Source: an optimization exercise on an open RTL-to-GDS flow (aim: small area, a short achievable clock period and few clock cycles per item). Production flows keep margins and buffers that such runs may drop. Only simulation tests tie the RTL to the original design; equivalence was not proved.

## bcc_block
module bcc_block (
  input  wire         clk,
  input  wire         rst,           
  input  wire         in_valid,
  output wire         in_ready,
  input  wire         in_decrypt,    
  input  wire [4:0]   in_keylen,     
  input  wire [127:0] in_key,
  input  wire [63:0]  in_block,
  output wire         out_valid,
  input  wire         out_ready,
  output wire [63:0]  out_block
);
  function [7:0] add8(input [7:0] a, input [7:0] c);
    integer k;
    reg cy;
    begin
      cy = 1'b0;
      for (k = 0; k < 8; k = k + 1) begin
        add8[k] = a[k] ^ c[k] ^ cy;
        cy = (a[k] & c[k]) | (cy & (a[k] | c[k]));
      end
    end
  endfunction
  reg        v0;
  reg        d0;
  reg [63:0] x0;
  reg [63:0] k0;
  reg        v1;
  reg        d1;
  reg [63:0] x1;
  reg [63:0] k1;
  reg        v2;
  reg        d2;
  reg [63:0] x2;
  reg [63:0] k2;
  reg        v3;
  reg        d3;
  reg [63:0] x3;
  reg [63:0] k3;
  wire stall = v3 & ~out_ready;
  assign in_ready  = ~stall;
  assign out_valid = v3;
  reg [63:0] ek;
  always @* begin
    ek[7:0] = in_key[7:0];
    case (in_keylen)
      5'd1: ek[15:8] = in_key[7:0];
      default: ek[15:8] = in_key[15:8];
    endcase
    case (in_keylen)
      5'd1, 5'd2: ek[23:16] = in_key[7:0];
      default: ek[23:16] = in_key[23:16];
    endcase
    case (in_keylen)
      5'd1, 5'd3: ek[31:24] = in_key[7:0];
      5'd2: ek[31:24] = in_key[15:8];
      default: ek[31:24] = in_key[31:24];
    endcase
    case (in_keylen)
      5'd1, 5'd2, 5'd4: ek[39:32] = in_key[7:0];
      5'd3: ek[39:32] = in_key[15:8];
      default: ek[39:32] = in_key[39:32];
    endcase
    case (in_keylen)
      5'd1, 5'd5: ek[47:40] = in_key[7:0];
      5'd2, 5'd4: ek[47:40] = in_key[15:8];
      5'd3: ek[47:40] = in_key[23:16];
      default: ek[47:40] = in_key[47:40];
    endcase
    case (in_keylen)
      5'd1, 5'd2, 5'd3, 5'd6: ek[55:48] = in_key[7:0];
      5'd5: ek[55:48] = in_key[15:8];
      5'd4: ek[55:48] = in_key[23:16];
      default: ek[55:48] = in_key[55:48];
    endcase
    case (in_keylen)
      5'd1, 5'd7: ek[63:56] = in_key[7:0];
      5'd2, 5'd3, 5'd6: ek[63:56] = in_key[15:8];
      5'd5: ek[63:56] = in_key[23:16];
      5'd4: ek[63:56] = in_key[31:24];
      default: ek[63:56] = in_key[63:56];
    endcase
  end
  wire [63:0] kb;
  assign kb[7:0] = ek[7:0];
  assign kb[15:8] = add8(ek[15:8], 8'd1);
  ...
For scale: roughly 3,500 cells after synthesis, about 460 flip-flops, roughly 0.039 sq mm of cells after synthesis.
export LEC_CHECK = 0
export CAP_MARGIN = 20
export CORE_MARGIN = 2
export CORE_UTILIZATION = 80
export CTS_BUF_LIST = sky130_fd_sc_hd__clkbuf_4 sky130_fd_sc_hd__clkbuf_8
export SLEW_MARGIN = 20
create_clock -name core_clock -period 12.0 [get_ports {clk}]
standard.sh (not shown) runs the stock make flow with config.mk's settings and CLKGATE_MAP_FILE= SYNTH_SCRIPT=/design/flow/synth_recipe.tcl, a recipe that flattens the netlist after the stock synthesis.
==> flow/flow/run.sh <==
#!/bin/bash
bash standard.sh "BUFFER_PORTS_ARGS=-buffer_cell sky130_fd_sc_hd__buf_1" SETUP_SLACK_MARGIN=6.7 finish > flow_make.log 2>&1
The baseline did not get past global routing.
Testbench counts at the start, summed over its fixed seeds: cycles 1,632, items 1,600.
Change:
==> flow/flow/run.sh (replaced) <==
#!/bin/bash
bash standard.sh "BUFFER_PORTS_ARGS=-buffer_cell sky130_fd_sc_hd__buf_1" SETUP_SLACK_MARGIN=6.8 finish > flow_make.log 2>&1
Settings changed: CORE_UTILIZATION 80 to 65.
Result:
- With this change the flow ran to the end with no violations
- synthesized area stays the same
- synthesized cell count is unchanged
Change:
==> flow/flow/run.sh (replaced) <==
#!/bin/bash
bash standard.sh "BUFFER_PORTS_ARGS=-buffer_cell sky130_fd_sc_hd__buf_1" SETUP_SLACK_MARGIN=6.7 finish > flow_make.log 2>&1
Settings changed: CORE_UTILIZATION 65 to 70, PLACE_DENSITY from default to 0.75.
=>
- cell area went down slightly
- maximum frequency went down slightly
- register-to-register slack degrades by 0.14 ns
- non-clock buffer count went down by 28
- wire length went down slightly
- critical path depth went up by 7

---

Starting RTL as in the previous note.
Design bcc_block, start of the top module:
module bcc_block (
  input  wire         clk,
  input  wire         rst,           
  input  wire         in_valid,
  output wire         in_ready,
  input  wire         in_decrypt,    
  input  wire [4:0]   in_keylen,     
  input  wire [127:0] in_key,
  input  wire [63:0]  in_block,
  output wire         out_valid,
  input  wire         out_ready,
  output wire [63:0]  out_block
);
  function [7:0] add8(input [7:0] a, input [7:0] c);
    integer k;
    reg cy;
    begin
      cy = 1'b0;
      for (k = 0; k < 8; k = k + 1) begin
        add8[k] = a[k] ^ c[k] ^ cy;
        cy = (a[k] & c[k]) | (cy & (a[k] | c[k]));
      end
    end
  endfunction
  reg        v0;
  reg        d0;
  reg [63:0] x0;
  reg [63:0] k0;
  reg        v1;
  reg        d1;
  reg [63:0] x1;
  reg [63:0] k1;
  reg        v2;
  reg        d2;
  reg [63:0] x2;
  reg [63:0] k2;
  reg        v3;
  reg        d3;
  reg [63:0] x3;
  reg [63:0] k3;
  wire stall = v3 & ~out_ready;
  assign in_ready  = ~stall;
  assign out_valid = v3;
  reg [63:0] ek;
  always @* begin
    ek[7:0] = in_key[7:0];
    case (in_keylen)
      5'd1: ek[15:8] = in_key[7:0];
      default: ek[15:8] = in_key[15:8];
    endcase
    case (in_keylen)
      5'd1, 5'd2: ek[23:16] = in_key[7:0];
      default: ek[23:16] = in_key[23:16];
    endcase
    case (in_keylen)
      5'd1, 5'd3: ek[31:24] = in_key[7:0];
      5'd2: ek[31:24] = in_key[15:8];
      default: ek[31:24] = in_key[31:24];
    endcase
    case (in_keylen)
      5'd1, 5'd2, 5'd4: ek[39:32] = in_key[7:0];
      5'd3: ek[39:32] = in_key[15:8];
      default: ek[39:32] = in_key[39:32];
    endcase
    case (in_keylen)
      5'd1, 5'd5: ek[47:40] = in_key[7:0];
      5'd2, 5'd4: ek[47:40] = in_key[15:8];
      5'd3: ek[47:40] = in_key[23:16];
      default: ek[47:40] = in_key[47:40];
    endcase
    case (in_keylen)
      5'd1, 5'd2, 5'd3, 5'd6: ek[55:48] = in_key[7:0];
      5'd5: ek[55:48] = in_key[15:8];
      5'd4: ek[55:48] = in_key[23:16];
      default: ek[55:48] = in_key[55:48];
    endcase
    case (in_keylen)
      5'd1, 5'd7: ek[63:56] = in_key[7:0];
  ...
Settings: LEC_CHECK=0, CAP_MARGIN=20, CORE_MARGIN=2, CORE_UTILIZATION=40, SETUP_SLACK_MARGIN=5, SLEW_MARGIN=20; clock period 12.0 ns.
run.sh (not shown) runs the stock make flow with config.mk's settings and CLKGATE_MAP_FILE= SYNTH_SCRIPT=/design/flow/synth_recipe.tcl, a recipe that flattens the netlist after the stock synthesis.
Stock flow here: none of the scripts above is used.
The first run went through all stages and came out clean.
Testbench counts at the start, summed over its fixed seeds: cycles 1,632, items 1,600.
Next try:
==> flow/flow/run.sh (new file) <==
#!/bin/bash
bash standard.sh SETUP_SLACK_MARGIN=6.0 finish > flow_make.log 2>&1
==> flow/standard.sh (new file) <==
#!/bin/bash
# synth_recipe.tcl (not shown) runs the flow's synth.tcl, then flattens the netlist and writes it again
# the make line also repeats each setting of config.mk as NAME=value (left out here)
make -C /OpenROAD-flow-scripts/flow DESIGN_CONFIG=/design/flow/config.mk WORK_HOME=/design/flow/orfs CLKGATE_MAP_FILE= SYNTH_SCRIPT=/design/flow/synth_recipe.tcl "${@:-finish}"
SETUP_SLACK_MARGIN = not set   (was 5)
removed: flow/run.sh
The new run passed the timing, DRC and antenna checks.
Worst setup slack improves by 0.60 ns.
Critical path depth fell by 16.
Clock-buffer cell count drops by 1.
Fmax increases by 10%.
Global-route usage grows by 0.76 points.
Cell area rises by 0.43%.
Non-clock buffer count rose by 4.
Cell count hardly moves.

-- separate check: timing with driven ports --
In the flow no input, the clock included, has a driving cell. The finished layouts below were timed again as built, in two steps.
Step 1 assumes that a clkbuf_16 drives the clock port and a buf_2 every other input.
Step 2 moves the port delays by t, midway between the first and last clock arrival at a register: inputs arrive t later, outputs are due t later. That takes back most of the time a late clock gives input paths.
Slacks: no drivers / after step 1 / after step 2; pairs: no drivers / after step 1.
run	shift t [ns]	setup WS [ns]	hold slack, ns	latest minus earliest clock arrival (ns)
the second run of note 1	0.761	6.799 / 6.776 / 6.077	0.459 / 0.459 / 0.459	0.039 / 0.040
the third run of note 1	0.754	6.722 / 6.697 / 6.024	0.455 / 0.455 / 0.455	0.063 / 0.063
the first run of note 2	0.689	5.498 / 5.542 / 4.853	0.449 / 0.449 / 0.449	0.023 / 0.024
the second run of note 2	0.710	6.097 / 6.072 / 5.585	0.458 / 0.458 / 0.458	0.019 / 0.019
After both steps setup and hold are still met in every run listed. The setup slack of the second run of note 1, which loses most, moves by -0.023 ns with the drivers and by -0.722 ns with both steps.
